What follows belongs to an exercise in optimizing a design on an open flow for a short achievable clock period; a production flow would make more cautious choices.
Function not checked in this run: the RTL went through the layout flow alone.
Power is estimated from default activity; no workload was simulated.

File: flow/design.v
module s6afb_sub32 (
    input  wire [31:0] a,
    input  wire [31:0] b,
    output wire [31:0] d
);
    wire [31:0] nb = ~b;
    wire [31:0] p0 = a ^ nb;
    wire [31:0] g0 = {a[31:1] & nb[31:1], a[0] | nb[0]};
    wire [31:0] g1, p1, g2, p2, g3, p3, g4, p4, g5;
    assign g1 = g0 | (p0 & {g0[30:0], 1'b0});
    assign p1 = p0 & {p0[30:0], 1'b1};
    assign g2 = g1 | (p1 & {g1[29:0], 2'b0});
    assign p2 = p1 & {p1[29:0], 2'b11};
    assign g3 = g2 | (p2 & {g2[27:0], 4'b0});
    assign p3 = p2 & {p2[27:0], 4'hF};
    assign g4 = g3 | (p3 & {g3[23:0], 8'b0});
    assign p4 = p3 & {p3[23:0], 8'hFF};
    assign g5 = g4 | (p4 & {g4[15:0], 16'b0});
    assign d = p0 ^ {g5[30:0], 1'b1};
endmodule
module s6afb_hit (
    input  wire       rx_stb,
    input  wire [3:0] rx_tag,
    input  wire [3:0] cfg_tag,
    input  wire [7:0] rx_data,
    input  wire [7:0] csum,
    input  wire       arm,
    output wire       hit
);
    assign hit = rx_stb && arm && (rx_tag == cfg_tag) && (rx_data == csum);
endmodule
module s6afb_rx (
    input  wire        clk,
    input  wire        init,         
    input  wire        rx_stb,
    input  wire [3:0]  rx_tag,
    input  wire [3:0]  cfg_tag,
    input  wire [7:0]  rx_data,
    input  wire [31:0] tick,
    input  wire        wd_restart,   
    output wire        rx_take,      
    output wire        frame_valid,
    output reg  [15:0] acc_x,
    output reg  [15:0] acc_y,
    output reg  [15:0] acc_z,
    output reg  [15:0] gyro_x,
    output reg  [15:0] gyro_y,
    output reg  [15:0] gyro_z,
    output reg  [15:0] angle_x,
    output reg  [15:0] angle_y,
    output reg  [15:0] angle_z,
    output reg  [15:0] mag_x,
    output reg  [15:0] mag_y,
    output reg  [15:0] mag_z,
    output reg  [15:0] temp,
    output reg  [15:0] volt,
    output reg  [15:0] version,
    output reg  [31:0] last_frame_ts,
    output reg  [31:0] angle_period,
    output reg  [87:0] echo           
);
    localparam [7:0] SYNC       = 8'h55;
    localparam [7:0] TYPE_ACC   = 8'h51;
    localparam [7:0] TYPE_GYRO  = 8'h52;
    localparam [7:0] TYPE_ANGLE = 8'h53;
    localparam [7:0] TYPE_MAG   = 8'h54;
    localparam [7:0] TYPE_ECHO  = 8'h5F;
    reg [10:0] cur;
    reg [7:0]  b1, b2, b3, b4, b5, b6, b7, b8, b9;
    reg [7:0]  csum;
    reg [31:0] ats_a, ats_b;
    reg        ats_sel;
    wire [31:0] angle_ts = ats_sel ? ats_b : ats_a;
    assign rx_take = rx_stb && (rx_tag == cfg_tag);
    wire   accept  = rx_take && !(cur[0] && (rx_data != SYNC));
    wire arm_any   = cur[10];
    wire arm_acc   = cur[10] && (b1 == TYPE_ACC);
    wire arm_gyro  = cur[10] && (b1 == TYPE_GYRO);
    wire arm_angle = cur[10] && (b1 == TYPE_ANGLE);
    wire arm_mag   = cur[10] && (b1 == TYPE_MAG);
    wire arm_temp  = cur[10] && ((b1 == TYPE_ACC) || (b1 == TYPE_MAG));
    wire arm_echo  = cur[10] && (b1 == TYPE_ECHO);
    localparam N_HIT = 25;
    wire [N_HIT-1:0] arm = {{6{arm_echo}}, {3{arm_mag}}, {6{arm_angle}},
                            {4{arm_gyro}}, arm_temp, {3{arm_acc}}, {2{arm_any}}};
    wire [N_HIT-1:0] hit;
    genvar h;
    generate
        for (h = 0; h < N_HIT; h = h + 1) begin : g_hit
            s6afb_hit u_hit (
                .rx_stb  (rx_stb),
                .rx_tag  (rx_tag),
                .cfg_tag (cfg_tag),
                .rx_data (rx_data),
                .csum    (csum),
                .arm     (arm[h]),
                .hit     (hit[h])
            );
        end
    endgenerate
    assign frame_valid = hit[0];
    wire [15:0] f0 = {b3, b2};
    wire [15:0] f1 = {b5, b4};
    wire [15:0] f2 = {b7, b6};
    wire [15:0] f3 = {b9, b8};
    wire [87:0] frame = {SYNC, b1, b2, b3, b4, b5, b6, b7, b8, b9, rx_data};
    wire [31:0] period;
    s6afb_sub32 u_period (.a(tick), .b(angle_ts), .d(period));
    integer k;
    always @(posedge clk) begin
        if (cur[1]) b1 <= rx_data;
        if (cur[2]) b2 <= rx_data;
        if (cur[3]) b3 <= rx_data;
        if (cur[4]) b4 <= rx_data;
        if (cur[5]) b5 <= rx_data;
        if (cur[6]) b6 <= rx_data;
        if (cur[7]) b7 <= rx_data;
        if (cur[8]) b8 <= rx_data;
        if (cur[9]) b9 <= rx_data;
        if (accept)
            csum <= (cur[0] ? 8'd0 : csum) + rx_data;
        if (ats_sel)
            ats_a <= tick;
        else
            ats_b <= tick;
        if (init || wd_restart)
            cur <= 11'd1;
        else if (accept)
            cur <= {cur[9:0], cur[10]};
        if (init) begin
            ats_a         <= 32'd0;
            ats_sel       <= 1'b0;
            acc_x         <= 16'd0;
            acc_y         <= 16'd0;
            acc_z         <= 16'd0;
            gyro_x        <= 16'd0;
            gyro_y        <= 16'd0;
            gyro_z        <= 16'd0;
            angle_x       <= 16'd0;
            angle_y       <= 16'd0;
            angle_z       <= 16'd0;
            mag_x         <= 16'd0;
            mag_y         <= 16'd0;
            mag_z         <= 16'd0;
            temp          <= 16'd0;
            volt          <= 16'd0;
            version       <= 16'd0;
            last_frame_ts <= 32'd0;
            angle_period  <= 32'd0;
            echo          <= 88'd0;
        end else begin
            if (hit[0]) last_frame_ts[15:0]  <= tick[15:0];
            if (hit[1]) last_frame_ts[31:16] <= tick[31:16];
            if (hit[2]) acc_x <= f0;
            if (hit[3]) acc_y <= f1;
            if (hit[4]) acc_z <= f2;
            if (hit[5]) temp  <= f3;
            if (hit[6]) gyro_x <= f0;
            if (hit[7]) gyro_y <= f1;
            if (hit[8]) gyro_z <= f2;
            if (hit[9]) volt   <= f3;
            if (hit[10]) angle_x <= f0;
            if (hit[11]) angle_y <= f1;
            if (hit[12]) angle_z <= f2;
            if (hit[13]) begin
                version <= f3;
                ats_sel <= !ats_sel;
            end
            if (hit[14]) angle_period[15:0]  <= period[15:0];
            if (hit[15]) angle_period[31:16] <= period[31:16];
            if (hit[16]) mag_x <= f0;
            if (hit[17]) mag_y <= f1;
            if (hit[18]) mag_z <= f2;
            for (k = 0; k < 5; k = k + 1)
                if (hit[19 + k])
                    echo[k*15 +: 15] <= frame[k*15 +: 15];
            if (hit[24]) echo[87:75] <= frame[87:75];
        end
    end
endmodule
module s6afb_tx (
    input  wire        clk,
    input  wire        init,
    input  wire        issue_stb,
    input  wire [7:0]  issue_reg,
    input  wire [15:0] issue_val,
    input  wire        drive_stb,
    input  wire [31:0] tick,
    output reg         issue_busy,   
    output reg         tx_stb,       
    output reg  [39:0] tx_data       
);
    localparam [39:0] UNLOCK_FRAME = 40'hFF_AA_69_88_B5;
    function [64:0] pack(input [31:0] t, input [6:0] k);
        pack = {t[31:7], t[31:7] + 25'd1, t[6:0], {1'b0, t[6:0]} + {1'b0, k}};
    endfunction
    reg st_idle, st_up, st_us, st_cs;
    reg [23:0] cmd;        
    reg [64:0] ts_unlock;  
    reg [64:0] ts_cmd;     
    wire early;
    s6afb_win u_w_gap (.now(tick), .ts(st_us ? ts_unlock : ts_cmd), .win(early));
    wire gap_done = !early;
    wire [64:0] p9 = pack(tick, 7'd9);
    always @(posedge clk) begin
        if (st_idle)
            cmd <= {issue_reg, issue_val[7:0], issue_val[15:8]};
        if (st_up)
            ts_unlock <= p9;
        if (st_us)
            ts_cmd <= p9;
        tx_data <= st_up ? UNLOCK_FRAME : {16'hFF_AA, cmd};
        if (init) begin
            st_idle    <= 1'b1;
            st_up      <= 1'b0;
            st_us      <= 1'b0;
            st_cs      <= 1'b0;
            issue_busy <= 1'b0;
            tx_stb     <= 1'b0;
        end else begin
            issue_busy <= issue_stb && !st_idle;
            tx_stb     <= drive_stb && (st_up || (st_us && gap_done));
            if (issue_stb && st_idle) begin
                st_idle <= 1'b0;
                st_up   <= 1'b1;
            end
            if (drive_stb) begin
                if (st_up) begin
                    st_up <= 1'b0;
                    st_us <= 1'b1;
                end
                if (st_us && gap_done) begin
                    st_us <= 1'b0;
                    st_cs <= 1'b1;
                end
                if (st_cs && gap_done) begin
                    st_cs   <= 1'b0;
                    st_idle <= 1'b1;
                end
            end
        end
    end
endmodule
module s6afb_win (
    input  wire [31:0] now,
    input  wire [64:0] ts,       
    output wire        win
);
    wire [24:0] hi   = ts[64:40];
    wire [24:0] hi1  = ts[39:15];
    wire [6:0]  lo   = ts[14:8];
    wire [7:0]  lok  = ts[7:0];
    wire eq0 = (now[31:7] == hi);
    wire eq1 = (now[31:7] == hi1);
    wire [6:0] gt_l = now[6:0] & ~lo;      
    wire [6:0] ge_l = now[6:0] | ~lo;      
    wire [6:0] gt_u = lok[6:0] & ~now[6:0];
    wire [6:0] ge_u = lok[6:0] | ~now[6:0];
    wire ge = s6afb_cmp7(gt_l, ge_l);
    wire le = s6afb_cmp7(gt_u, ge_u);
    assign win = (eq0 && ge && (lok[7] || le)) || (eq1 && lok[7] && le);
    function s6afb_cmp7(input [6:0] gt, input [6:0] ge);
        reg [3:0] g1, e1;
        reg [1:0] g2, e2;
        begin
            g1[3] = gt[6] | (ge[6] & gt[5]);   e1[3] = ge[6] & ge[5];
            g1[2] = gt[4] | (ge[4] & gt[3]);   e1[2] = ge[4] & ge[3];
            g1[1] = gt[2] | (ge[2] & gt[1]);   e1[1] = ge[2] & ge[1];
            g1[0] = gt[0];                     e1[0] = ge[0];
            g2[1] = g1[3] | (e1[3] & g1[2]);   e2[1] = e1[3] & e1[2];
            g2[0] = g1[1] | (e1[1] & g1[0]);   e2[0] = e1[1] & e1[0];
            s6afb_cmp7 = g2[1] | (e2[1] & g2[0]) | (e2[1] & e2[0]);
        end
    endfunction
endmodule
module s6afb_wd (
    input  wire        clk,
    input  wire        init,
    input  wire        wd_stb,
    input  wire [31:0] tick,
    input  wire        frame_valid,    
    output wire        restart
);
    function [64:0] pack(input [31:0] t, input [6:0] k);
        pack = {t[31:7], t[31:7] + 25'd1, t[6:0], {1'b0, t[6:0]} + {1'b0, k}};
    endfunction
    localparam [64:0] PACK0_100 = {25'd0, 25'd1, 7'd0, 8'd100};
    localparam [64:0] PACK0_99  = {25'd0, 25'd1, 7'd0, 8'd99};
    reg [64:0] lf_a, lf_b, rs_a, rs_b;
    reg        lf_sel, rs_sel;    
    wire fresh_frame, fresh_restart;
    s6afb_win u_w_frame   (.now(tick), .ts(lf_sel ? lf_b : lf_a), .win(fresh_frame));
    s6afb_win u_w_restart (.now(tick), .ts(rs_sel ? rs_b : rs_a), .win(fresh_restart));
    assign restart = wd_stb && !fresh_frame && !fresh_restart;
    wire [64:0] p100 = pack(tick, 7'd100);
    wire [64:0] p99  = pack(tick, 7'd99);
    always @(posedge clk) begin
        if (init) begin
            lf_a   <= PACK0_100;
            rs_a   <= PACK0_99;
            lf_sel <= 1'b0;
            rs_sel <= 1'b0;
        end else begin
            if (lf_sel) lf_a <= p100;
            if (rs_sel) rs_a <= p99;
            if (frame_valid) lf_sel <= !lf_sel;
            if (restart)     rs_sel <= !rs_sel;
        end
        if (!lf_sel) lf_b <= p100;
        if (!rs_sel) rs_b <= p99;
    end
endmodule
module s6afb (
    input  wire        clk,
    input  wire [31:0] tick,
    input  wire        init_stb,
    input  wire [3:0]  init_tag,
    input  wire        rx_stb,
    input  wire [3:0]  rx_tag,
    input  wire [7:0]  rx_data,
    input  wire        issue_stb,
    input  wire [7:0]  issue_reg,
    input  wire [15:0] issue_val,
    input  wire        drive_stb,
    input  wire        wd_stb,
    output wire        issue_busy,
    output reg         rx_arm,
    output wire        tx_stb,
    output wire [39:0] tx_data,
    output wire [15:0] acc_x,
    output wire [15:0] acc_y,
    output wire [15:0] acc_z,
    output wire [15:0] gyro_x,
    output wire [15:0] gyro_y,
    output wire [15:0] gyro_z,
    output wire [15:0] angle_x,
    output wire [15:0] angle_y,
    output wire [15:0] angle_z,
    output wire [15:0] mag_x,
    output wire [15:0] mag_y,
    output wire [15:0] mag_z,
    output wire [15:0] temp,
    output wire [15:0] volt,
    output wire [15:0] version,
    output wire [31:0] last_frame_ts,
    output wire [31:0] angle_period,
    output wire [87:0] echo
);
    reg  [3:0] cfg_tag;
    wire       rx_take;
    wire       wd_restart;
    wire       frame_valid;
    always @(posedge clk) begin
        if (init_stb)
            cfg_tag <= init_tag;
        rx_arm <= init_stb || rx_take || wd_restart;
    end
    s6afb_rx u_rx (
        .clk           (clk),
        .init          (init_stb),
        .rx_stb        (rx_stb),
        .rx_tag        (rx_tag),
        .cfg_tag       (cfg_tag),
        .rx_data       (rx_data),
        .tick          (tick),
        .wd_restart    (wd_restart),
        .rx_take       (rx_take),
        .frame_valid   (frame_valid),
        .acc_x         (acc_x),
        .acc_y         (acc_y),
        .acc_z         (acc_z),
        .gyro_x        (gyro_x),
        .gyro_y        (gyro_y),
        .gyro_z        (gyro_z),
        .angle_x       (angle_x),
        .angle_y       (angle_y),
        .angle_z       (angle_z),
        .mag_x         (mag_x),
        .mag_y         (mag_y),
        .mag_z         (mag_z),
        .temp          (temp),
        .volt          (volt),
        .version       (version),
        .last_frame_ts (last_frame_ts),
        .angle_period  (angle_period),
        .echo          (echo)
    );
    s6afb_tx u_tx (
        .clk        (clk),
        .init       (init_stb),
        .issue_stb  (issue_stb),
        .issue_reg  (issue_reg),
        .issue_val  (issue_val),
        .drive_stb  (drive_stb),
        .tick       (tick),
        .issue_busy (issue_busy),
        .tx_stb     (tx_stb),
        .tx_data    (tx_data)
    );
    s6afb_wd u_wd (
        .clk           (clk),
        .init          (init_stb),
        .wd_stb        (wd_stb),
        .tick          (tick),
        .frame_valid   (frame_valid),
        .restart       (wd_restart)
    );
endmodule
File: flow/flow/run.sh
#!/bin/bash
# The standard layout with two changes:
#  - the slow OR/AND cells (or2..or4, and3, and4 in all their forms) are added
#    to the platform's don't-use list, so mapping and repair build those
#    functions from NAND/NOR/AOI cells;
#  - the port buffers are plain buffers (buf_4) instead of the smallest
#    buffer of the library.
set -euo pipefail
PLATFORM_DONT_USE=$(sed -n '/^export DONT_USE_CELLS/,/^#/p' "$FLOW_HOME/platforms/$FLOW_PLATFORM/config.mk" \
  | grep -o 'sky130_fd_sc_hd__[a-z0-9_]*' | tr '\n' ' ')
EXTRA_DONT_USE=$(cat flow/dont_use.txt)
bash standard.sh \
  "DONT_USE_CELLS=$PLATFORM_DONT_USE $EXTRA_DONT_USE" \
  "BUFFER_PORTS_ARGS=-buffer_cell sky130_fd_sc_hd__buf_4" \
  finish > standard.log 2>&1
File: flow/flow/dont_use.txt
sky130_fd_sc_hd__or3_1 sky130_fd_sc_hd__or3_2 sky130_fd_sc_hd__or3_4 sky130_fd_sc_hd__or3b_1 sky130_fd_sc_hd__or3b_2 sky130_fd_sc_hd__or3b_4 sky130_fd_sc_hd__or4_1 sky130_fd_sc_hd__or4_2 sky130_fd_sc_hd__or4_4 sky130_fd_sc_hd__or4b_1 sky130_fd_sc_hd__or4b_2 sky130_fd_sc_hd__or4b_4 sky130_fd_sc_hd__or4bb_1 sky130_fd_sc_hd__or4bb_2 sky130_fd_sc_hd__or4bb_4 sky130_fd_sc_hd__a2111o_1 sky130_fd_sc_hd__a2111o_2 sky130_fd_sc_hd__a2111o_4 sky130_fd_sc_hd__a2111oi_0 sky130_fd_sc_hd__a2111oi_1 sky130_fd_sc_hd__a2111oi_2 sky130_fd_sc_hd__a2111oi_4 sky130_fd_sc_hd__a41o_1 sky130_fd_sc_hd__a41o_2 sky130_fd_sc_hd__a41o_4 sky130_fd_sc_hd__a41oi_1 sky130_fd_sc_hd__a41oi_2 sky130_fd_sc_hd__a41oi_4 sky130_fd_sc_hd__nor4_1 sky130_fd_sc_hd__nor4_2 sky130_fd_sc_hd__nor4_4 sky130_fd_sc_hd__nor4b_1 sky130_fd_sc_hd__nor4b_2 sky130_fd_sc_hd__nor4b_4 sky130_fd_sc_hd__nor4bb_1 sky130_fd_sc_hd__nor4bb_2 sky130_fd_sc_hd__nor4bb_4 sky130_fd_sc_hd__o2111a_1 sky130_fd_sc_hd__o2111a_2 sky130_fd_sc_hd__o2111a_4 sky130_fd_sc_hd__o2111ai_1 sky130_fd_sc_hd__o2111ai_2 sky130_fd_sc_hd__o2111ai_4 sky130_fd_sc_hd__o41a_1 sky130_fd_sc_hd__o41a_2 sky130_fd_sc_hd__o41a_4 sky130_fd_sc_hd__o41ai_1 sky130_fd_sc_hd__o41ai_2 sky130_fd_sc_hd__o41ai_4 
File: flow/standard.sh
#!/bin/bash
# synth_recipe.tcl (not shown) runs the flow's synth.tcl, then flattens the netlist and writes it again
# the make line also repeats each setting of config.mk as NAME=value (left out here)
make -C /OpenROAD-flow-scripts/flow DESIGN_CONFIG=/design/flow/config.mk WORK_HOME=/design/flow/orfs CLKGATE_MAP_FILE= SYNTH_SCRIPT=/design/flow/synth_recipe.tcl "${@:-finish}"
File: flow/config.mk
export PLATFORM = sky130hd
export DESIGN_NAME = s6afb
export DESIGN_NICKNAME = s6afb
export VERILOG_FILES = /design/flow/design.v
export SDC_FILE = /design/flow/constraint.sdc
export NUM_CORES = 4
export LEC_CHECK = 0
export CAP_MARGIN = 20
export CORE_MARGIN = 2
export CORE_UTILIZATION = 40
export SETUP_SLACK_MARGIN = 4.1
export SLEW_MARGIN = 20
export SYNTH_HIERARCHICAL = 1
export SYNTH_MINIMUM_KEEP_SIZE = 0
export TNS_END_PERCENT = 100
File: flow/constraint.sdc
create_clock -name core_clock -period 6.5 [get_ports {clk}]
set_input_delay 1.3000 -clock core_clock [delete_from_list [all_inputs] [get_ports {clk}]]
set_output_delay 1.3000 -clock core_clock [all_outputs]
set_load 0.01 [all_outputs]
==> results.sh <==
export IMPL_outcome="no timing/DRC/antenna violations"
export IMPL_worstHoldStart="u_tx.cmd[22]$_DFFE_PP_"
export IMPL_cts_buffer_depth=3
export IMPL_netlist_area_sq_um=44600
export IMPL_min_path_type="register to register"
export IMPL_start_kind="register"
export IMPL_ctsHoldBuffers=0
export IMPL_drtPass1Iterations=5
export IMPL_grt_ovfl_total=0
export IMPL_die_h_um=338
export IMPL_synthArstFlopShare_pct=0
export IMPL_cap_violations=0
export IMPL_cp_max_fo=8
export IMPL_grt_pass1_wl_um=204000
export IMPL_finClkSkew_ns=0.0211
export IMPL_max_freq_mhz=353
export IMPL_grtUsageMet1_pct=32.6
export IMPL_synth_avg_cell_area_sq_um=10.8
export IMPL_path_common_cell="buf_12"
export IMPL_grt_max_degree=208
export IMPL_grt_pass1_vias=31800
export IMPL_synthSimpleGateAreaFrac_pct=14.4
export IMPL_grt_util_met2_pct=37.6
export IMPL_fin_crit_sh_pct=43.6
export IMPL_period_needed_ns=2.83
export IMPL_initial_utilization_pct=40.3
export IMPL_path_buf_inv=5
export IMPL_netSwitchingFraction_pct=24.0
export IMPL_drive_gt1_share_pct=38.1
export IMPL_p_clk_share_pct=43.2
export IMPL_design_area_sq_um=61100
export IMPL_synth_edf_count=398
export IMPL_h_tree_depth=3
export IMPL_first_iter_violations=2627
export IMPL_gp_congestion=0.832
export IMPL_synth_cells=4126
export IMPL_hold_viol_final=0
export IMPL_clk_latency_ns=0.70
export IMPL_synthXorXnorAreaFrac_pct=10.6
export IMPL_totalWireLength_um=142000
export IMPL_critPathMaxStageDelay_ns=0.41
export IMPL_area_growth_pct=37.2
export IMPL_worst_ep_arrival_time_ns=3.45
export IMPL_fill_cells=9408
export IMPL_regArea_sq_um=24300
export IMPL_leakage_nw=22.9
export IMPL_portBuffers=492
export IMPL_vias=33300
export IMPL_numClockSinks=988
export IMPL_rows=122
export IMPL_synthFlopType="dfxtp_1"
export IMPL_reg2reg_from="u_wd.lf_sel$_SDFFE_PP0P_"
export IMPL_placed_area_sq_um=50000
export IMPL_crit_family="buffers and inverters"
export IMPL_cts_buffers=106
export IMPL_synthMostInstantiatedCell="dfxtp_1"
export IMPL_crit_chain="buf_12 > buf_16 > buf_4 > mux2_4 > xnor2_2 > nand4_1 > nor3_2 > a32oi_1 > a21oi_2 > nor3b_4 > buf_12 > nor2_4 > clkbuf_16 > nand2_4 > mux2i_1"
export IMPL_fin_total_pwr_mw=14.2
export IMPL_intPower_mw=10.8
export IMPL_tightest_slew_ns=1.03
export IMPL_synth_top_area_share_pct=26.8
export IMPL_die_area_sq_um=114000
export IMPL_crit_slowest_cell="dfxtp_4"
export IMPL_nets=4947
export IMPL_synthAdderAreaFrac_pct=1.50
export IMPL_setup_viol=0
export IMPL_p_comb_share_pct=9.8
export IMPL_wl_per_cell_um=22.2
export IMPL_crit_type="register to register"
export IMPL_sequentialPowerShare_pct=47.1
export IMPL_cts_tree="yes"
export IMPL_power_density_nw_per_um2=232
export IMPL_ys_types=90
export IMPL_slew_headroom_pct=31.2
export IMPL_ys_warn_count=11
export IMPL_multi_input_area_sq_um=21400
export IMPL_root_buffer="clkbuf_16"
export IMPL_use_met3_pct=4.12
export IMPL_switchingPower_mw=3.40
export IMPL_worstPathRequired_ns=7.11
export IMPL_grt_use_total_pct=23.5
export IMPL_synth_seq_area_share_pct=53.3
export IMPL_worstSetupStartpoint="u_wd.lf_sel$_SDFFE_PP0P_"
export IMPL_tns_ns=0
export IMPL_drc=0
export IMPL_die_width_um=338
export IMPL_clk_pin_slew_ns=0.06
export IMPL_synth_area_leaders="edfxtp_1, dfxtp_1, mux2i_1"
export IMPL_vias_per_cell=5.20
export IMPL_synth_compound_area_share_pct=5.12
export IMPL_ant_nets=0
export IMPL_yosysTopAreaCell="edfxtp_1"
export IMPL_synth_top_family_by_area="simple AND/OR/NAND/NOR gates"
export IMPL_irDropWorstVdd_mv=0.207
export IMPL_globalRoute_busiestLayer="met2"
export IMPL_ys_top_cells_by_count="dfxtp_1, nor2_1, nand2_1, xnor2_1, edfxtp_1"
export IMPL_io_pins=513
export IMPL_rsz0062_at_grt="true"
export IMPL_crit_path_end_kind="register"
export IMPL_muxShareOfSynthArea_pct=11.9
export IMPL_hpwl_um=78700
export IMPL_core_sq_um=111000
export IMPL_ys_ff_latch=988
export IMPL_drv_slew=0
export IMPL_antenna_found_initial=5
==> power groups by stage <==
stage	registers [mW]	logic [mW]	clock network, mW
global placement	6.82	1.08	0
finish	6.68	1.39	6.13
floorplan	6.83	0.677	0
detailed placement	6.83	1.09	0
CTS	6.68	1.30	6.24
global route	6.69	1.48	6.51
==> cell type report <==
class | instances | area share [%]
Sequential cell | 988 | 39.8
Multi-Input combinational cell | 2836 | 34.9
Inverter | 96 | 0.704
Clock buffer | 157 | 5.25
Tap cell | 1488 | 3.04
Timing Repair inverter | 8 | 0.139
Timing Repair Buffer | 788 | 15.5
Clock inverter | 44 | 0.626
Antenna cell | 3 | 0.0123
==> logic make-up (layout without fill, tap and decap cells) <==
| family | after synthesis | in the layout |
|---|---|---|
| and+or+nand+nor | 1368 | 1368 |
| DFF | 988 | 988 |
| muxes | 513 | 513 |
| adders and majority gates | 54 | 54 |
| xor gates and xnor gates | 540 | 540 |
| other | 3 | 23 |
| buffers and inverters | 319 | 1093 |
| AOI/OAI and AO/OA | 341 | 341 |
==> flip-flops by register name, indices dropped and copies added, names as in the netlist, 63 cells and up <==
signal,cells
u_rx.echo,81
u_tx.ts_cmd,65
u_wd.rs_a,65
u_wd.lf_a,63
u_wd.rs_b,65
u_wd.lf_b,63
u_tx.ts_unlock,65
==> metal layers <==
metal	part of all wire [%]	up-vias	routed length, um
met5	0.016	-	23
met4	2.5	4	3610
met3	6.6	190	9410
met2	46	1030	66100
met1	44	16400	63200
li1	-	15600	-
==> stage by stage <==
stage,instances,setup WS [ns],utilization [%],hold slack [ns]
finish,6408,3.67,55.3,0.421
global route,6406,3.60,55.3,0.433
CTS,6309,3.68,53.5,0.424
detailed placement,5944,2.43,45.2,0.412
global placement,5944,2.52,45.2,0.406
floorplan,4143,3.49,-,0.404
==> repair_timing <==
item	4_1_cts	5_1_grt
resized for setup	1186	230
setup endpoints to repair	863	841
pin swaps	92	130
gates cloned	29	17
buffers inserted	135	79
==> final timing paths <==
kind,to,slack (ns),cells past startpoint
setup / recovery,u_rx.cur[4]$_SDFFE_PP0P_,3.67,15
hold / removal,u_tx.tx_data[22]$_SDFF_PP1_,0.42,1
setup reg to reg,u_rx.cur[4]$_SDFFE_PP0P_,3.67,15
hold reg to reg,u_tx.tx_data[22]$_SDFF_PP1_,0.42,1
==> cell usage in the layout (no fill, tap or decap), types with 21 or more instances in the layout <==
master     Yosys  routed
nor2_1       500     486
xnor2_1      431     395
clkinv_2       0      22
clkbuf_16      0     126
and4_4         5      27
edfxtp_1     398     398
mux2_4         0      21
and4_1        80      57
inv_1         92      72
clkbuf_8       0      28
a21oi_1      149     119
mux2_2       120      99
nor2b_1       39      36
buf_12         0      52
mux2i_1      393     385
buf_4         27     204
nand2_1      493     436
dfxtp_4        0      23
ha_4           0      32
xor2_1       109     106
nor3_1        46      36
a211oi_1      32      28
dfxtp_1      590     173
nand4_1       59      59
and3_1        36      30
nand2_2        2      42
buf_6          4     463
dfxtp_2        0     394
xnor2_2        0      36
==> modules after synthesis, one instance, submodules excluded <==
module	cells inside	cell area, sq um	flip-flops and latches
s6afb	7	149	5
s6afb_rx	1681	19100	541
s6afb_wd	989	10300	258
s6afb_hit	17	143	0
s6afb_sub32	306	2080	0
s6afb_tx	403	7000	184
s6afb_win	105	783	0

-- re-timing with driven ports --
No port has a modelled driver above. Below, the same layout with a new extraction and two added sets of constraints. Step 1 (the two cells are an assumption about what drives the block):
set clk [get_ports {clk}]
set_driving_cell -lib_cell sky130_fd_sc_hd__clkbuf_16 $clk
set_driving_cell -lib_cell sky130_fd_sc_hd__buf_2 [delete_from_list [all_inputs] $clk]
Step 2 also shifts input and output timing later by t, the mid clock arrival at the registers, as if the neighbouring blocks saw the same clock. a / b / c = no drivers / after step 1 / after step 2; a / b = the first two.
t (ns): 0.760
slack for setup (ns): 3.666 / 3.666 / 2.957
cell pins on the clock port's net: 1
After both steps setup and hold are still met in this run. For this run, drivers alone change the setup slack by 0.000 ns; drivers and shift together by -0.709 ns.
